From an optimization exercise on the open Yosys and OpenROAD flow, aimed at a short achievable clock period and few clock cycles; shortcuts taken in it are not production practice. Function was checked by simulation only, so behaviour that the tests miss may differ from the original.

==> design.v <==
module ws_core (
    input  wire        clk,
    input  wire        rst,           
    input  wire        cmd_valid,
    input  wire [7:0]  cmd,
    output wire        cmd_ready,
    output wire [7:0]  status,
    output wire [31:0] t_out,
    output wire [31:0] h_out,
    output wire [31:0] p_out,
    output reg         bus_req,
    output reg         bus_we,
    output reg  [7:0]  bus_addr,
    output reg  [3:0]  bus_len,
    output reg  [7:0]  bus_wdata,
    input  wire        bus_ack,
    input  wire        bus_fail,
    input  wire [63:0] bus_rdata
);
    localparam integer NSTG = 6;
    localparam [1:0] E_NONE = 2'd0;
    localparam [1:0] E_ILL  = 2'd1;
    localparam [1:0] E_SEQ  = 2'd2;
    localparam [1:0] E_BUS  = 2'd3;
    localparam [4:0] TI_LAST_INIT = 5'd22;
    localparam [4:0] TI_TRIG      = 5'd23;
    localparam [4:0] TI_RAW       = 5'd24;
    reg        busy;
    reg        rdy;           
    reg        lc;
    reg        rvalid;
    reg        esticky;
    reg [1:0]  err;
    reg [4:0]  ti;            
    reg        ld;            
    reg [4:0]  ldi;
    reg [NSTG-1:0] pv;        
    reg [63:0] rdq;           
    assign cmd_ready = rdy;
    assign status    = {2'b00, err, esticky, rvalid, lc, busy};
    function [20:0] tx;       
        input [4:0] i;
        begin
            case (i)
                5'd0:  tx = {1'b1, 8'hF5, 4'd1, 8'h10};
                5'd1:  tx = {1'b1, 8'hF4, 4'd1, 8'h24};
                5'd2:  tx = {1'b1, 8'hF2, 4'd1, 8'h01};
                5'd3:  tx = {1'b0, 8'h88, 4'd2, 8'h00};
                5'd4:  tx = {1'b0, 8'h8A, 4'd2, 8'h00};
                5'd5:  tx = {1'b0, 8'h8C, 4'd2, 8'h00};
                5'd6:  tx = {1'b0, 8'h8E, 4'd2, 8'h00};
                5'd7:  tx = {1'b0, 8'h90, 4'd2, 8'h00};
                5'd8:  tx = {1'b0, 8'h92, 4'd2, 8'h00};
                5'd9:  tx = {1'b0, 8'h94, 4'd2, 8'h00};
                5'd10: tx = {1'b0, 8'h96, 4'd2, 8'h00};
                5'd11: tx = {1'b0, 8'h98, 4'd2, 8'h00};
                5'd12: tx = {1'b0, 8'h9A, 4'd2, 8'h00};
                5'd13: tx = {1'b0, 8'h9C, 4'd2, 8'h00};
                5'd14: tx = {1'b0, 8'h9E, 4'd2, 8'h00};
                5'd15: tx = {1'b0, 8'hA1, 4'd1, 8'h00};
                5'd16: tx = {1'b0, 8'hE1, 4'd2, 8'h00};
                5'd17: tx = {1'b0, 8'hE3, 4'd1, 8'h00};
                5'd18: tx = {1'b0, 8'hE4, 4'd1, 8'h00};
                5'd19: tx = {1'b0, 8'hE5, 4'd1, 8'h00};
                5'd20: tx = {1'b0, 8'hE6, 4'd1, 8'h00};
                5'd21: tx = {1'b0, 8'hE5, 4'd1, 8'h00};
                5'd22: tx = {1'b0, 8'hE7, 4'd1, 8'h00};
                5'd23: tx = {1'b1, 8'hF4, 4'd1, 8'h25};
                default: tx = {1'b0, 8'hF7, 4'd8, 8'h00};
            endcase
        end
    endfunction
    wire        is_last = (ti == TI_LAST_INIT) || (ti == TI_RAW);
    wire [4:0]  ti_n    = ti + 5'd1;
    wire [20:0] tx_n    = tx(ti_n);
    wire        done    = pv[NSTG-1];
    wire cmd_init = cmd_valid && (cmd == 8'h01);
    wire cmd_get  = cmd_valid && (cmd == 8'h02);
    wire accept   = (cmd_init && !lc) || (cmd_get && lc);
    always @(posedge clk) begin
        rdq <= bus_rdata;
        if (rst) begin
            busy    <= 1'b0;
            rdy     <= 1'b1;
            lc      <= 1'b0;
            rvalid  <= 1'b0;
            esticky <= 1'b0;
            err     <= E_NONE;
            bus_req <= 1'b0;
            ld      <= 1'b0;
            pv      <= {NSTG{1'b0}};
        end else begin
            ld  <= 1'b0;
            pv  <= {pv[NSTG-2:0], 1'b0};
            if (!busy) begin
                ti        <= cmd[0] ? 5'd0 : TI_TRIG;
                bus_we    <= 1'b1;
                bus_addr  <= cmd[0] ? 8'hF5 : 8'hF4;
                bus_len   <= 4'd1;
                bus_wdata <= cmd[0] ? 8'h10 : 8'h25;
                if (cmd_valid) begin
                    if (accept) begin
                        busy    <= 1'b1;
                        rdy     <= 1'b0;
                        bus_req <= 1'b1;
                        if (cmd[1])
                            rvalid <= 1'b0;
                    end else if (cmd_init || cmd_get) begin
                        err     <= E_SEQ;
                        esticky <= 1'b1;
                    end else begin
                        err     <= E_ILL;
                        esticky <= 1'b1;
                    end
                end
            end else if (bus_req) begin
                if (bus_ack) begin
                    if (bus_fail) begin
                        err     <= E_BUS;
                        esticky <= 1'b1;
                        busy    <= 1'b0;
                        rdy     <= 1'b1;
                        bus_req <= 1'b0;
                    end else begin
                        ld  <= 1'b1;
                        ldi <= ti;
                        ti  <= ti_n;
                        {bus_we, bus_addr, bus_len, bus_wdata} <= tx_n;
                        if (is_last) begin
                            bus_req <= 1'b0;
                            if (ti == TI_RAW) begin
                                pv[0] <= 1'b1;
                            end else begin
                                busy <= 1'b0;
                                rdy  <= 1'b1;
                                lc   <= 1'b1;
                                err  <= E_NONE;
                            end
                        end
                    end
                end
            end else if (done) begin
                busy   <= 1'b0;
                rdy    <= 1'b1;
                rvalid <= 1'b1;
                err    <= E_NONE;
            end
        end
    end
    reg [15:0] cal_t1, cal_t2, cal_t3;
    reg [15:0] cal_p1, cal_p2, cal_p3, cal_p4, cal_p5, cal_p6, cal_p7, cal_p8, cal_p9;
    reg [7:0]  cal_h1;
    reg [15:0] cal_h2;
    reg [7:0]  cal_h3;
    reg [11:0] cal_h4, cal_h5;
    reg [7:0]  cal_h6;
    wire [15:0] r16 = rdq[15:0];
    wire [7:0]  r8  = rdq[7:0];
    always @(posedge clk) begin
        if (ld) begin
            case (ldi)
                5'd3:  cal_t1 <= r16;
                5'd4:  cal_t2 <= r16;
                5'd5:  cal_t3 <= r16;
                5'd6:  cal_p1 <= r16;
                5'd7:  cal_p2 <= r16;
                5'd8:  cal_p3 <= r16;
                5'd9:  cal_p4 <= r16;
                5'd10: cal_p5 <= r16;
                5'd11: cal_p6 <= r16;
                5'd12: cal_p7 <= r16;
                5'd13: cal_p8 <= r16;
                5'd14: cal_p9 <= r16;
                5'd15: cal_h1 <= r8;
                5'd16: cal_h2 <= r16;
                5'd17: cal_h3 <= r8;
                5'd18: cal_h4[11:4] <= r8;
                5'd19: cal_h4[3:0]  <= r8[3:0];
                5'd20: cal_h5[11:4] <= r8;
                5'd21: cal_h5[3:0]  <= r8[7:4];
                5'd22: cal_h6 <= r8;
                default: ;
            endcase
        end
    end
    wire signed [16:0] T1 = {1'b0, cal_t1};
    wire signed [15:0] T2 = cal_t2;
    wire signed [15:0] T3 = cal_t3;
    wire signed [16:0] P1 = {1'b0, cal_p1};
    wire signed [15:0] P2 = cal_p2;
    wire signed [15:0] P3 = cal_p3;
    wire signed [15:0] P4 = cal_p4;
    wire signed [15:0] P5 = cal_p5;
    wire signed [15:0] P6 = cal_p6;
    wire signed [15:0] P7 = cal_p7;
    wire signed [15:0] P8 = cal_p8;
    wire signed [15:0] P9 = cal_p9;
    wire signed [8:0]  H1 = {1'b0, cal_h1};
    wire signed [15:0] H2 = cal_h2;
    wire signed [8:0]  H3 = {1'b0, cal_h3};
    wire signed [12:0] H4 = {1'b0, cal_h4};
    wire signed [12:0] H5 = {1'b0, cal_h5};
    wire signed [7:0]  H6 = cal_h6;
    wire [19:0] adc_p0 = {rdq[7:0], rdq[15:8], rdq[23:20]};
    wire [19:0] adc_t0 = {rdq[31:24], rdq[39:32], rdq[47:44]};
    wire [15:0] adc_h0 = {rdq[55:48], rdq[63:56]};
    wire signed [17:0] t_a   = $signed({1'b0, adc_t0[19:3]}) - $signed({T1, 1'b0});
    wire signed [33:0] t_ap  = t_a * T2;
    wire signed [16:0] t_d   = $signed({1'b0, adc_t0[19:4]}) - T1;
    wire signed [33:0] t_sq  = t_d * t_d;
    wire signed [19:0] t_sqs = t_sq[31:12];
    wire signed [35:0] t_v2p = t_sqs * T3;
    reg signed [20:0] s1_var1;
    reg signed [17:0] s1_var2;
    reg [19:0] s1_adcp;
    reg [15:0] s1_adch;
    always @(posedge clk) begin
        s1_var1 <= t_ap[31:11];
        s1_var2 <= t_v2p[31:14];
        s1_adcp <= adc_p0;
        s1_adch <= adc_h0;
    end
    wire signed [22:0] s1_tf  = s1_var1 + s1_var2;                  
    wire signed [23:0] s1_pv  = s1_var1 + s1_var2 - 24'sd128000;    
    wire signed [21:0] p_var1 = s1_pv[22:1];                        
    wire signed [19:0] p_h    = s1_pv[22:3];                        
    wire signed [39:0] p_hh   = p_h * p_h;
    wire signed [37:0] p_y    = P2 * p_var1;
    wire signed [37:0] p_v2b  = p_var1 * P5;
    wire signed [22:0] h_x    = s1_var1 + s1_var2 - 23'sd76800;
    wire signed [25:0] t_5    = s1_tf * 4'sd5 + 26'sd128;
    wire signed [35:0] h_h5x  = h_x * H5;
    wire [31:0] h_asum = {s1_adch, 14'd0} - {cal_h4, 20'd0} - h_h5x[31:0] + 32'd16384;
    wire signed [30:0] h_bp   = h_x * H6;
    wire signed [31:0] h_cp   = h_x * H3;
    wire signed [20:0] h_c    = $signed(h_cp[30:11]) + 21'sd32768;
    reg [31:0] s2_t;
    reg signed [31:0] s2_hh;
    reg signed [30:0] s2_y;
    reg [31:0] s2_v2b;
    reg signed [16:0] s2_ha;
    reg signed [20:0] s2_hb, s2_hc;
    reg [19:0] s2_adcp;
    always @(posedge clk) begin
        s2_t    <= {{15{t_5[25]}}, t_5[24:8]};
        s2_hh   <= p_hh[31:0];
        s2_y    <= p_y[31:1];
        s2_v2b  <= {p_v2b[30:0], 1'b0};
        s2_ha   <= h_asum[31:15];
        s2_hb   <= h_bp[30:10];
        s2_hc   <= h_c;
        s2_adcp <= s1_adcp;
    end
    wire signed [18:0] hh13  = s2_hh[31:13];
    wire signed [20:0] hh11  = s2_hh[31:11];
    wire signed [34:0] p_x   = P3 * hh13;
    wire signed [31:0] p_v1s = $signed(p_x[31:3]) + s2_y;
    wire signed [13:0] p_v1  = p_v1s[31:18];
    wire [15:0] p_v1o        = {~p_v1[13], p_v1[13], p_v1[13:0]};   
    wire [31:0] p_dp         = p_v1o * cal_p1;
    wire signed [16:0] p_d   = p_dp[31:15];                         
    wire signed [36:0] p_v2a = hh11 * P6;
    wire [31:0] p_v2         = p_v2a[31:0] + s2_v2b;
    wire [31:0] p_v2c        = {{2{p_v2[31]}}, p_v2[31:2]} + {cal_p4, 16'd0};
    wire signed [21:0] p_ab  = $signed({1'b0, 21'h100000 - {1'b0, s2_adcp}}) - $signed(p_v2c[31:12]);
    wire [31:0] p_p0         = {{10{p_ab[21]}}, p_ab} * 32'd3125;
    wire signed [41:0] h_bc  = s2_hb * s2_hc;
    wire signed [22:0] h_d   = $signed(h_bc[31:10]) + 23'sd2097152;
    wire signed [38:0] h_dh2 = h_d * H2;
    wire [31:0] h_es         = h_dh2[31:0] + 32'd8192;
    reg [31:0] s3_t;
    reg signed [16:0] s3_d;
    reg [31:0] s3_n;
    reg        s3_nb;
    reg signed [16:0] s3_ha;
    reg signed [17:0] s3_he;
    always @(posedge clk) begin
        s3_t  <= s2_t;
        s3_d  <= p_d;
        s3_n  <= p_p0[31] ? p_p0 : {p_p0[30:0], 1'b0};
        s3_nb <= p_p0[31];
        s3_ha <= s2_ha;
        s3_he <= h_es[31:14];
    end
    wire [15:0] dv = s3_d[15:0];
    reg  [19:0] s4_m [1:15];
    wire [19:0] m_c [1:15];
    wire [299:0] m_all, s4_mall;
    genvar gj;
    generate
        for (gj = 1; gj < 16; gj = gj + 1) begin : g_mul
            assign m_c[gj] = {4'd0, dv} * gj;
            assign m_all[20*gj-1 -: 20] = m_c[gj];
            assign s4_mall[20*gj-1 -: 20] = s4_m[gj];
        end
    endgenerate
    wire [19:0] q0;
    ws_dstep u_q0 (.r(16'd0), .nib(s3_n[31:28]), .m(m_all), .q(q0));
    wire [19:0] q1;
    ws_dstep u_q1 (.r(q0[15:0]), .nib(s3_n[27:24]), .m(m_all), .q(q1));
    wire [19:0] q2;
    ws_dstep u_q2 (.r(q1[15:0]), .nib(s3_n[23:20]), .m(m_all), .q(q2));
    reg [31:0] s4_t;
    reg signed [16:0] s4_d;
    reg [19:0] s4_n;
    reg        s4_nb;
    reg [11:0] s4_q;
    reg [15:0] s4_r;
    reg        s4_big;      
    integer mi;
    always @(posedge clk) begin
        s4_t  <= s3_t;
        s4_d  <= s3_d;
        s4_n  <= s3_n[19:0];
        s4_nb <= s3_nb;
        s4_q  <= {q0[19:16], q1[19:16], q2[19:16]};
        s4_r  <= q2[15:0];
        s4_big <= (s3_n[31:16] == 16'hFFFF) && (s3_n[15:0] >= s3_d[15:0]);
        for (mi = 1; mi < 16; mi = mi + 1)
            s4_m[mi] <= m_c[mi];
    end
    wire [19:0] q3;
    ws_dstep u_q3 (.r(s4_r), .nib(s4_n[19:16]), .m(s4_mall), .q(q3));
    wire [19:0] q4;
    ws_dstep u_q4 (.r(q3[15:0]), .nib(s4_n[15:12]), .m(s4_mall), .q(q4));
    wire [19:0] q5;
    ws_dstep u_q5 (.r(q4[15:0]), .nib(s4_n[11:8]), .m(s4_mall), .q(q5));
    wire [19:0] q6;
    ws_dstep u_q6 (.r(q5[15:0]), .nib(s4_n[7:4]), .m(s4_mall), .q(q6));
    wire [19:0] q7;
    ws_dstep u_q7 (.r(q6[15:0]), .nib(s4_n[3:0]), .m(s4_mall), .q(q7));
    wire [31:0] p_q = s4_d[16] ? {31'd0, s4_big} :
                      {s4_q, q3[19:16], q4[19:16], q5[19:16], q6[19:16], q7[19:16]};
    reg [31:0] s5_t;
    reg [31:0] s5_p;
    reg        s5_z;
    always @(posedge clk) begin
        s5_t <= s4_t;
        s5_p <= s4_nb ? {p_q[30:0], 1'b0} : p_q;
        s5_z <= (s4_d == 17'sd0);
    end
    wire [28:0] pp3 = s5_p[31:3];
    wire [31:0] p_sq = {3'd0, pp3} * {3'd0, pp3};
    wire signed [19:0] p_s = {1'b0, p_sq[31:13]};
    wire signed [35:0] p_w1p = P9 * p_s;
    wire signed [30:0] p_p2 = {1'b0, s5_p[31:2]};
    wire signed [46:0] p_w2p = p_p2 * P8;
    wire [31:0] p_wsum = {{12{p_w1p[31]}}, p_w1p[31:12]} + {{13{p_w2p[31]}}, p_w2p[31:13]} + {{16{P7[15]}}, P7};
    wire [31:0] p_fin  = s5_p + {{4{p_wsum[31]}}, p_wsum[31:4]};
    wire signed [34:0] h_v   = s3_ha * s3_he;
    wire signed [16:0] h_q   = h_v[31:15];
    wire signed [33:0] h_qq  = h_q * h_q;
    reg [31:0] s4_hv;
    reg signed [24:0] s4_hqq;
    always @(posedge clk) begin
        s4_hv  <= h_v[31:0];
        s4_hqq <= h_qq[31:7];
    end
    wire signed [33:0] h_qh  = s4_hqq * H1;
    wire [31:0] h_w          = s4_hv - {{4{h_qh[31]}}, h_qh[31:4]};
    wire [31:0] h_cl         = h_w[31] ? 32'd0 :
                               (h_w > 32'd419430400) ? 32'd419430400 : h_w;
    reg [31:0] s5_h;
    always @(posedge clk)
        s5_h <= {12'd0, h_cl[31:12]};
    reg [31:0] t_res, h_res, p_res;
    always @(posedge clk) begin
        if (done) begin
            t_res <= s5_t;
            h_res <= s5_h;
            p_res <= s5_z ? 32'd0 : p_fin;
        end
    end
    assign t_out = t_res;
    assign h_out = h_res;
    assign p_out = p_res;
endmodule
module ws_dstep (
    input  wire [15:0]  r,
    input  wire [3:0]   nib,
    input  wire [299:0] m,
    output wire [19:0]  q         
);
    wire [19:0] t = {r, nib};
    wire [20:0] df [1:15];
    wire [15:0] ge;
    assign ge[0] = 1'b1;
    genvar j;
    generate
        for (j = 1; j < 16; j = j + 1) begin : g_cmp
            assign df[j] = {1'b0, t} - {1'b0, m[20*j-1 -: 20]};
            assign ge[j] = !df[j][20];
        end
    endgenerate
    reg [15:0] res;
    reg [3:0]  dig;
    integer k;
    always @(*) begin
        res = ge[1] ? 16'd0 : t[15:0];
        dig = 4'd0;
        for (k = 1; k < 15; k = k + 1)
            if (ge[k] && !ge[k+1]) begin
                res = res | df[k][15:0];
                dig = dig | k[3:0];
            end
        if (ge[15]) begin
            res = res | df[15][15:0];
            dig = dig | 4'd15;
        end
    end
    assign q = {dig, res};
endmodule
==> run.sh <==
#!/bin/bash
# synth_recipe.tcl (not shown) runs the flow's synth.tcl, then flattens the netlist and writes it again
# the make line also repeats each setting of config.mk as NAME=value (left out here)
make -C /OpenROAD-flow-scripts/flow DESIGN_CONFIG=/design/flow/config.mk WORK_HOME=/design/flow/orfs CLKGATE_MAP_FILE= SYNTH_SCRIPT=/design/flow/synth_recipe.tcl finish
==> config.mk <==
export PLATFORM = sky130hd
export DESIGN_NAME = ws_core
export DESIGN_NICKNAME = ws_core
export VERILOG_FILES = /design/flow/design.v
export SDC_FILE = /design/flow/constraint.sdc
export NUM_CORES = 4
export LEC_CHECK = 0
export CAP_MARGIN = 20
export CORE_MARGIN = 2
export CORE_UTILIZATION = 25
export PLACE_DENSITY = 0.4
export SLEW_MARGIN = 20
==> constraint.sdc <==
create_clock -name core_clock -period 60.0 [get_ports {clk}]
set_input_delay 12.0000 -clock core_clock [delete_from_list [all_inputs] [get_ports {clk}]]
set_output_delay 12.0000 -clock core_clock [all_outputs]
set_load 0.01 [all_outputs]
==> qor_table.md <==
| Stage | Parameter | This run |
|:---|:---|:---|
| run status | Outcome | finished clean |
| finish | Layout cells sized above 1 | 0.0432 |
| logic synthesis | Flip-flop and latch count after synthesis | 1,106 |
| logic synthesis | Count of cell types in the netlist | 120 |
| die | Starting Density | 0.251 |
| setup path | Type of element launching the critical path | flip-flop |
| finish | Sequential Area | 0.0257 mm^2 |
| setup path | Slowest Stage Delay on Critical Path | 0.99 ns |
| clocking | Gates resized, CTS repair | 0 |
| logic synthesis | Ys flop type | sky130_fd_sc_hd__dfxtp_1 |
| logic synthesis | Mean cell area of the mapped netlist | 8.86 um^2 |
| job | Reported max-cap violation count | 0 |
| global route | Via count of the first global-routing pass | 266,000 |
| logic synthesis | Async S/R FF share, synth | 0 |
| die | Area inside the core boundary | 1.26 mm^2 |
| drt | Number of vias after detailed routing | 250,000 |
| sta | Worst relative slew slack | 0.108 |
| sta | Final Worst Setup Slack | 34.24 ns |
| drt | Detailed-routing iteration count for the pre-antenna-repair pass | 8 |
| clocking | Number of H-tree branching levels | 4 |
| logic synthesis | Simple-Gate Fraction of Synth Area | 0.156 |
| drt | Met1 Wirelength | 564 mm |
| sta | Clk_skew | 0.127 ns |
| placement | Setup Slack @ Placement | 34.18 ns |
| global route | Overall fraction of global-route tracks in use | 0.192 |
| drt | Met3 WL | 68.8 mm |
| die | Die outline width | 1.13 mm |
| finish | Growth of design area from synthesis to finish | 10.2% |
| sta | Actual slew at the worst max-slew pin | 1.33 ns |
| placement | Routability congestion estimate from global placement | 0.931 |
| logic synthesis | Summed instance area of the synthesized netlist | 0.316 mm^2 |
| drt | Mean routed wirelength per cell | 23.4 um |
| clocking | Cts bufs inserted | 186 |
| clocking | Post-CTS Setup Inserts | 0 |
| logic synthesis | Fraction of the mapped netlist area in compound gates | 0.107 |
| sta | Setup total negative slack | 0 ns |
| clocking | Hold-fix buffer count after cts | 0 |
| global route | First-pass GRT wire length | 1810 mm |
| die | Die Area | 1.27 mm^2 |
| placement | Half-perimeter wire length after placement | 967 mm |
| setup path | Top fanout value on the critical path | 17 |
| sta | Number of slew-limit violations in the final report | 0 |
| finish | Area occupied by multi-input gates | 0.261 mm^2 |
| finish | Fill cells | 134,000 |
| min path | Tightest Hold Check Type | flip-flop to flip-flop |
| logic synthesis | Post-synth EDFFs | 349 |
| sta | Count of endpoints failing setup in the final report | 0 |
| drt | Met2 WL | 559 mm |
| sta | Setup repair after global routing missed its margin | no |
| finish | Number of nets in the finished design | 45,300 |
| logic synthesis | Count of warnings emitted by yosys | 3 |
| die | Site row count | 412 |
| setup path | Data arrival at the endpoint of the critical path | 26.61 ns |
| setup path | Setup crit end kind | flip-flop |
| setup path | Critical Setup Path Class | flip-flop to flip-flop |
| clocking | Clock-pin slew on the worst setup and hold paths | 0.05 ns |
| sta | Final Hold Viols | 0 |
| clocking | Later-pin clock latency in the skew report | 1.10 ns |
| die | Boundary Pins | 204 |
| logic synthesis | Post-synthesis instance total | 35,600 |
| sta | Min Hold Slack | 0.315 ns |
| global route | Global route overflow | 0 |
| placement | # port buffers | 171 |
| setup path | Slowest CP cell | sky130_fd_sc_hd__a41oi_1 |
| drt | Number of remaining DRC errors | 0 |
| die | Vert. Die Dim | 1.13 mm |
| logic synthesis | Sequential area share after synthesis | 0.0812 |
| drt | Uppermost signal routing layer after detailed routing | met5 |
| clocking | Clock root buffer | sky130_fd_sc_hd__clkbuf_16 |
| drt | Detail Route Antenna Nets | 0 |
| clocking | Clk buf depth | 5 |
| drt | Total wire length | 1230 mm |
| clocking | CTS tree | built |
| logic synthesis | Largest family of logic cells by synthesized area | adder cells |
| sta | Portion of the clock cycle consumed by the worst path in the final layout | 0.429 |
| global route | Pin count of the biggest net entering global routing | 46 |
| sta | Final critical delay including setup and external delays | 25.76 ns |
| drt | Count of routing violations after the opening detailed-route iteration | 18,100 |
| setup path | Cell type with the highest occurrence count on the critical path | sky130_fd_sc_hd__o21ai_0 |
| logic synthesis | Post-Synth Adder-Cell Area | 0.508 |
| sta | Upper clock frequency limit | 0.0388 GHz |
| drt | Number of vias per cell | 4.74 |
| clocking | Number of sinks driven by the clock tree | 1,106 |
| setup path | Required time reported for the critical path endpoint | 60.85 ns |
| logic synthesis | Xor-xnor portion of the synthesized cell area | 0.0498 |
| global route | Number of antenna violations at the first check in global routing | 162 |
| logic synthesis | Mux cell area share after synthesis | 0.00256 |
## path summary, 6_finish.rpt
path,start,to,slack (ns),depth (start not counted)
max reg2reg,s4_d[3]$_DFF_P_,s5_p[2]$_DFF_P_,34.24,85
max,s4_d[3]$_DFF_P_,s5_p[2]$_DFF_P_,34.24,85
min,rdq[23]$_DFF_P_,s1_adcp[3]$_DFF_P_,0.31,0
min reg2reg,rdq[23]$_DFF_P_,s1_adcp[3]$_DFF_P_,0.31,0
## critical path: cells and delay by family (launching register included)
family / cells / cell delay (ns)
AO/OA/AOI/OAI: 48 / 13.25
adder cells (fa/ha/maj): 5 / 1.75
buffers and inverters: 7 / 2.60
flip-flops: 1 / 0.32
AND/OR/NAND/NOR: 25 / 7.49
## synthesized netlist by cell type (157+ instances only)
library cell               count  share of area
sky130_fd_sc_hd__a211oi_1    157         0.0037
sky130_fd_sc_hd__a21boi_0    258         0.0061
sky130_fd_sc_hd__a21o_1      631          0.015
sky130_fd_sc_hd__a21oi_1    1102          0.017
sky130_fd_sc_hd__and2_1     2182          0.043
sky130_fd_sc_hd__and3_1      160         0.0032
sky130_fd_sc_hd__clkbuf_1    998          0.012
sky130_fd_sc_hd__dfxtp_1     757          0.048
sky130_fd_sc_hd__edfxtp_1    349          0.033
sky130_fd_sc_hd__fa_1       5482           0.35
sky130_fd_sc_hd__ha_1       4037           0.16
sky130_fd_sc_hd__inv_1      6902          0.082
sky130_fd_sc_hd__nand2_1    3743          0.045
sky130_fd_sc_hd__nand2b_1    404         0.0080
sky130_fd_sc_hd__nand3_1     346         0.0055
sky130_fd_sc_hd__nor2_1     1628          0.019
sky130_fd_sc_hd__nor2b_1     343         0.0068
sky130_fd_sc_hd__nor3_1      528         0.0084
sky130_fd_sc_hd__o21a_1      407         0.0097
sky130_fd_sc_hd__o21ai_0    1003          0.016
sky130_fd_sc_hd__o21bai_1    184         0.0044
sky130_fd_sc_hd__or3_1       167         0.0033
sky130_fd_sc_hd__xnor2_1    1295          0.036
sky130_fd_sc_hd__xor2_1      490          0.014
## area by class of cell
type | instances | share of cell area
Multi-Input combinational cell | 26500 | 0.749
Inverter | 6919 | 0.0747
Sequential cell | 1106 | 0.0740
Tap cell | 16800 | 0.0603
Timing Repair Buffer | 998 | 0.0229
Clock buffer | 229 | 0.0148
Clock inverter | 103 | 0.00317
Antenna cell | 125 | 0.000900
## metrics by stage
step           std cells  cell area, um^2   util
2_1_floorplan      35600           316000      -
3_3_place_gp       52300           341000  0.271
3_5_place_dp       52300           341000  0.271
4_1_cts            52600           347000  0.276
5_1_grt            52700           348000  0.276
6_report           52800           348000  0.276
## flip-flops by register name, summed over array words and instances, names as in the netlist, 19 cells and up
name	flops
h_res	19
p_res	32
rdq	53
s1_adcp	20
s1_var1	21
s2_adcp	20
s2_hb	21
s2_hc	21
s2_hh	21
s2_v2b	31
s2_y	31
s3_n	32
s4_hqq	25
s4_hv	32
s4_m	122
s4_n	20
s5_h	19
s5_p	32
## cells in the final DEF, fill, tap and decap left out, drive strengths merged, types with 75 or more instances in the layout
cell type / Yosys / final
inv: 6907 / 6947
nor4: 81 / 81
a221oi: 96 / 96
a22oi: 138 / 138
a21o: 631 / 631
a211oi: 160 / 160
nand2: 3743 / 3743
o211ai: 106 / 106
and2: 2187 / 2187
o21bai: 184 / 184
o21ai: 1016 / 1016
a21oi: 1106 / 1106
ha: 4037 / 4037
nor3: 531 / 531
xnor2: 1295 / 1295
diode: 0 / 125
edfxtp: 349 / 349
nand3: 346 / 346
a21boi: 263 / 263
nor2b: 343 / 343
xor2: 490 / 490
nor2: 1631 / 1631
dfxtp: 757 / 757
buf: 98 / 827
nand2b: 404 / 404
a31oi: 99 / 99
clkbuf: 998 / 229
fa: 5482 / 5482
nand4: 130 / 130
or3: 167 / 167
clkdlybuf4s50: 0 / 171
and3: 161 / 161
or2: 101 / 101
o31ai: 75 / 75
o21a: 407 / 407
## routing by layer
| layer | global-route usage | vias to the layer above |
|---|---|---|
| li1 | - | 114000 |
| met4 | 0.0573 | 24 |
| met5 | 0 | - |
| met3 | 0.0230 | 1288 |
| met1 | 0.267 | 129000 |
| met2 | 0.312 | 6852 |
## kinds of logic (layout without fill, tap and decap cells)
logic type / Yosys count / after routing
other: 2 / 151
adder cells (fa/ha/maj): 9519 / 9519
multiplexers: 76 / 76
AO/OA/AOI/OAI: 5028 / 5028
buffers and inverters: 8015 / 8249
XOR/XNOR: 1789 / 1789
flip-flops: 1106 / 1106
AND/OR/NAND/NOR: 10100 / 10100
Testbench counts, summed over its fixed seeds: cycles 12,336.

-- port drivers added, routing unchanged --
Ports are ideal in the flow. The routed layout listed here was re-timed in OpenROAD.
Step 1, drivers: a clkbuf_16 drives clk and a buf_2 each remaining input, both assumed.
Step 2, shift: input delay + t, output delay - t, t = (earliest + latest rising clock arrival at the registers) / 2. This alone moves slack from input paths to output paths.
Slacks: ideal / step 1 / step 2; pairs: ideal / step 1.
t (ns): 1.195
setup WS [ns]: 34.235 / 34.235 / 34.235
clock arrival spread, ns: 0.142 / 0.142
After both steps this run still meets setup and hold. The setup slack of this run moves by 0.000 ns with the drivers and by 0.000 ns with both steps.
